From an optimization exercise on the open Yosys and OpenROAD flow, aimed at small area, a short achievable clock period and few clock cycles; shortcuts taken in it are not production practice. Only simulation tests tie the RTL to the original design; equivalence was not proved.

==> amber <==
// zpid_ctrl
module zpid_ctrl (
    input  wire         clk,
    input  wire         rst,
    input  wire         op_valid,
    input  wire [2:0]   op,
    output wire         op_ready,
    input  wire [127:0] fb_in,      
    input  wire [95:0]  tgt_in,     
    input  wire [319:0] gain_in,    
    output reg          done,
    output reg          cmd_valid,
    output reg  [127:0] cmd_out,    
    output reg  [95:0]  vel_out     
);
clock: 300.0 ns
lec_check: 0
abc_area: 1
abc_clock_period_in_ps: 50000
cap_margin: 20
core_margin: 2
core_utilization: 55
place_density: 0.65
slew_margin: 20
run.sh (not shown) runs the stock make flow with config.mk's settings and CLKGATE_MAP_FILE= SYNTH_SCRIPT=/design/flow/synth_recipe.tcl, a recipe that flattens the netlist after the stock synthesis.
==> inputs of delta, as changes to amber <==
--- a/flow/design.v
+++ b/flow/design.v
@@ -571,47 +571,58 @@
     wire s7b  = v[7] & ph[7];
     wire s8a  = v[8] & ~ph[8];
     wire [9:0] g_left;
     generate
         for (gk = 0; gk < 10; gk = gk + 1) begin : g_lf
             assign g_left[gk] = g_sub[gk] && !gc[gk][22] && (gc[gk][21:0] != 22'd0);
         end
     endgenerate
-    assign op_ready = !busy && !s1a && (!pend || (xfer && !gps));
+    reg  ready_r;
+    assign op_ready = ready_r;
     wire acc_op = op_valid && op_ready;
     wire a_tick = acc_op && (op == OP_TICK);
     wire a_gain = acc_op && (op == OP_GAINS);
     wire a_init = acc_op && (op == OP_INIT);
     wire [33:0] gp_u [0:9];
     wire [33:0] g_shl [0:9];     
     generate
         for (gk = 0; gk < 10; gk = gk + 1) begin : g_conv
             zf_b2u u_c (.x(gp[gk]), .y(gp_u[gk]));
             wire [8:0] dn;
             wire       dco;
             zf_inc #(9) u_d (.a(~gc[gk][32:24]), .ci(1'b1), .s(dn), .co(dco));
             assign g_shl[gk] = {gc[gk][33], ~dn, gc[gk][22:0], 1'b0};
         end
     endgenerate
+    wire        busy_n = xfer ? gps : |g_left;
+    wire        pend_n = a_gain | (pend & ~xfer);
+    wire        cur_n  = cur ^ xfer;
+    wire [11:1] v_n    = {v[10:8], s7b | s8a, v[6:1], a_tick | s1a};
+    wire [11:1] bk_n   = {bk[10:8], bk[7], bk[6:1], s1a ? bk[1] : cur_n};
+    wire        used_n = |(v_n & (bk_n ^ {11{cur_n}}));
+    wire        xfer_n = pend_n && !used_n && !a_gain;
+    wire        ready_n = !busy_n && !a_tick && (!pend_n || (xfer_n && !(|gp_sub)));
     always @(posedge clk) begin
         if (rst) begin
+            ready_r     <= 1'b1;
             initialized <= 1'b0;
             pend        <= 1'b0;
             cur         <= 1'b0;
             busy        <= 1'b0;
             pnew        <= 1'b0;
             v           <= 13'd0;
             gb0[0] <= U_ONE; gb0[1] <= U_ONE; gb0[2] <= U_ONE; gb0[3] <= U_500; gb0[4] <= U_2000;
             gb0[5] <= U_ONE; gb0[6] <= U_ONE; gb0[7] <= U_ONE; gb0[8] <= U_500; gb0[9] <= U_2000;
         end else begin
             if (a_init) initialized <= 1'b1;
             pend <= a_gain | (pend & ~xfer);
             pnew <= a_gain;
-            busy <= xfer ? gps : |g_left;
+            busy <= busy_n;
+            ready_r <= ready_n;
             v    <= {v[11:8], s7b | s8a, v[6:1], a_tick | s1a, 1'b0};
             if (xfer) cur <= ~cur;
             for (k = 0; k < 10; k = k + 1) begin
                 if (xfer) begin
                     if (cur) gb0[k] <= gp_u[k];
                 end else if (g_sub[k]) begin
                     if (!cur) gb0[k] <= g_shl[k];
                 end
==> flow/config.mk (replaced) <==
export PLATFORM = sky130hd
export DESIGN_NAME = zpid_ctrl
export DESIGN_NICKNAME = zpid_ctrl
export VERILOG_FILES = /design/flow/design.v
export SDC_FILE = /design/flow/constraint.sdc
export NUM_CORES = 8
export LEC_CHECK = 0
export ABC_AREA = 1
export ABC_CLOCK_PERIOD_IN_PS = 50000
export CAP_MARGIN = 30
export CORE_MARGIN = 2
export CORE_UTILIZATION = 55
export PLACE_DENSITY = 0.65
export SLEW_MARGIN = 30
==> summary of the runs <==
amber finished but fails on max-capacitance violations. delta ran to the end with no violations. In amber the area after synthesis is lower than in delta, by about 0.3%. Between amber and delta, the lower clock skew is in delta (gap 0.017 ns). Of delta and amber, delta has the higher synthesized cell count (gap about 0.8%, measured against amber). Of amber and delta, delta has the higher routed wire length (gap 1.3%, measured against delta). Sequential share of layout area: delta is lower than amber (0.085 points).
Testbench counts of amber, summed over its fixed seeds: cycles 3,992.
Testbench counts of delta, summed over its fixed seeds: cycles 3,992.

* * *

==> 06-19: inputs <==
Another version of the RTL of zpid_ctrl (not shown whole).
clock: 300.0 ns
lec_check: 0
abc_area: 1
abc_clock_period_in_ps: 50000
cap_margin: 10
core_margin: 2
core_utilization: 60
cts_cluster_size: 40
place_density: 0.68
slew_margin: 10
==> 07-07: changes against 06-19 <==
--- a/flow/design.v
+++ b/flow/design.v
@@ -557,49 +557,72 @@
     wire [9:0]  g_sub, gp_sub;
     generate
         for (gk = 0; gk < 10; gk = gk + 1) begin : g_flags
             assign gc[gk]     = cur ? gb1[gk] : gb0[gk];
             assign g_sub[gk]  = !gc[gk][23] && (gc[gk][22:0] != 23'd0);
             assign gp_sub[gk] = (gp[gk][30:23] == 8'd0) && (gp[gk][22:0] != 23'd0);
         end
     endgenerate
-    wire busy = |g_sub;
+    reg  busy;                   
+    reg  gps;                    
+    reg  pnew;                   
     wire used = |(v[11:1] & (bk[11:1] ^ {11{cur}}));
-    wire xfer = pend && !used;
+    wire xfer = pend && !used && !pnew;
     wire s1a  = v[1] & ~ph[1];
     wire s7b  = v[7] & ph[7];
     wire s8a  = v[8] & ~ph[8];
-    assign op_ready = !busy && !s1a && (!pend || (xfer && !(|gp_sub)));
+    wire [9:0] g_left;
+    generate
+        for (gk = 0; gk < 10; gk = gk + 1) begin : g_lf
+            assign g_left[gk] = g_sub[gk] && !gc[gk][22] && (gc[gk][21:0] != 22'd0);
+        end
+    endgenerate
+    reg  ready_r;
+    assign op_ready = ready_r;
     wire acc_op = op_valid && op_ready;
     wire a_tick = acc_op && (op == OP_TICK);
     wire a_gain = acc_op && (op == OP_GAINS);
     wire a_init = acc_op && (op == OP_INIT);
     wire [33:0] gp_u [0:9];
     wire [33:0] g_shl [0:9];     
     generate
         for (gk = 0; gk < 10; gk = gk + 1) begin : g_conv
             zf_b2u u_c (.x(gp[gk]), .y(gp_u[gk]));
             wire [8:0] dn;
             wire       dco;
             zf_inc #(9) u_d (.a(~gc[gk][32:24]), .ci(1'b1), .s(dn), .co(dco));
             assign g_shl[gk] = {gc[gk][33], ~dn, gc[gk][22:0], 1'b0};
         end
     endgenerate
+    wire        busy_n = xfer ? gps : |g_left;
+    wire        pend_n = a_gain | (pend & ~xfer);
+    wire        cur_n  = cur ^ xfer;
+    wire [11:1] v_n    = {v[10:8], s7b | s8a, v[6:1], a_tick | s1a};
+    wire [11:1] bk_n   = {bk[10:8], bk[7], bk[6:1], s1a ? bk[1] : cur_n};
+    wire        used_n = |(v_n & (bk_n ^ {11{cur_n}}));
+    wire        xfer_n = pend_n && !used_n && !a_gain;
+    wire        ready_n = !busy_n && !a_tick && (!pend_n || (xfer_n && !(|gp_sub)));
     always @(posedge clk) begin
         if (rst) begin
+            ready_r     <= 1'b1;
             initialized <= 1'b0;
             pend        <= 1'b0;
             cur         <= 1'b0;
+            busy        <= 1'b0;
+            pnew        <= 1'b0;
             v           <= 13'd0;
             gb0[0] <= U_ONE; gb0[1] <= U_ONE; gb0[2] <= U_ONE; gb0[3] <= U_500; gb0[4] <= U_2000;
             gb0[5] <= U_ONE; gb0[6] <= U_ONE; gb0[7] <= U_ONE; gb0[8] <= U_500; gb0[9] <= U_2000;
         end else begin
             if (a_init) initialized <= 1'b1;
             pend <= a_gain | (pend & ~xfer);
+            pnew <= a_gain;
+            busy <= busy_n;
+            ready_r <= ready_n;
             v    <= {v[11:8], s7b | s8a, v[6:1], a_tick | s1a, 1'b0};
             if (xfer) cur <= ~cur;
             for (k = 0; k < 10; k = k + 1) begin
                 if (xfer) begin
                     if (cur) gb0[k] <= gp_u[k];
                 end else if (g_sub[k]) begin
                     if (!cur) gb0[k] <= g_shl[k];
                 end
@@ -617,16 +640,17 @@
     end
     always @(posedge clk) begin
         ph  <= {ph[11:8],  s8a,    ph[6:1],  s1a,    1'b0};
         ini <= {ini[11:8], ini[7], ini[6:1], s1a ? ini[1] : initialized, 1'b0};
         bk  <= {bk[11:8],  bk[7],  bk[6:1],  s1a ? bk[1] : (cur ^ xfer), 1'b0};
         if (!pend || xfer)
             for (k = 0; k < 10; k = k + 1)
                 gp[k] <= gain_in[32*k +: 32];
+        gps <= |gp_sub;
     end
     wire [32:0] g_n [0:9];
     generate
         for (gk = 0; gk < 10; gk = gk + 1) begin : g_n_fmt
             localparam integer ST = (gk < 4) ? 4 : (gk == 4) ? 6 : (gk < 9) ? 10 : 12;
             wire [33:0] gs = bk[ST] ? gb1[gk] : gb0[gk];
             assign g_n[gk] = {gs[33:24], gs[22:0]};
         end
Settings changed: CAP_MARGIN 10 to 20, CORE_UTILIZATION 60 to 58, PLACE_DENSITY 0.68 to 0.66, SLEW_MARGIN 10 to 20.
==> impl_metrics.toml <==
[outcome]
status = "complete, but fails checks"
so_faults = "max-capacitance violations, max-slew violations"

[clock_tree]
cts_buffers = 568

[global_route]
grt_max_degree = 203

[critical_path]
crit_buf_inv = 5

[drt]
wl_met3_um = 155000

[sta]
final_max_slew_viol_count = 10
tightest_slew_ns = 1.58

[run]
cap_violations = 1

[floorplan]
die_x_um = 964

[yosys]
avgSynthCellArea_um2 = 7.39

[finish]
inverters = 11000
# the run above: 07-07

==> impl_metrics.toml <==
[outcome]
status = "complete, but fails checks"
so_faults = "max-capacitance violations, max-slew violations"

[floorplan]
die_x_um = 945

[clock_tree]
cts_buffers = 537

[sta]
final_max_slew_viol_count = 6

[finish]
inverters = 10700

[global_route]
grt_max_degree = 164

[yosys]
avgSynthCellArea_um2 = 7.44
synth_most_common_cell = "nand2_1"

[drt]
wl_met3_um = 263000

[run]
cap_violations = 4
# the run above: 06-19

Testbench counts of 06-19, summed over its fixed seeds: cycles 3,976.
Testbench counts of 07-07, summed over its fixed seeds: cycles 3,992.

## re-timing with driven ports
In the flow no input, the clock included, has a driving cell. The finished layouts below were timed again as built, in two steps.
Step 1: set_driving_cell puts a clkbuf_16 on clk and a buf_2 on each other input, an assumption about the parent block.
Step 2 adds t to the input delays and takes it off the output delays; t is the mean of the earliest and latest rising clock arrival at the registers after step 1. Input paths then give back, and output paths get back, about the clock's delay inside the block.
Slacks: ideal / step 1 / step 2; pairs: ideal / step 1.
run | t (ns) | slack for setup (ns) | hold WS [ns] | latest minus earliest clock arrival (ns) | worst slew at a driven data input, ns
amber | 1.240 | 233.674 / 233.511 / 234.751 | 0.261 / 0.261 / 0.261 | 0.181 / 0.180 | 0.07
delta | 1.270 | 237.394 / 237.389 / 236.251 | 0.198 / 0.198 / 0.198 | 0.204 / 0.204 | 0.07
06-19 | 1.353 | 231.769 / 231.597 / 232.949 | 0.271 / 0.271 / 0.271 | 0.145 / 0.145 | 0.61
07-07 | 1.270 | 237.199 / 237.342 / 236.072 | 0.204 / 0.204 / 0.204 | 0.188 / 0.188 | 0.07
For delta, which loses most, drivers alone change the setup slack by -0.005 ns; drivers and shift together by -1.143 ns.
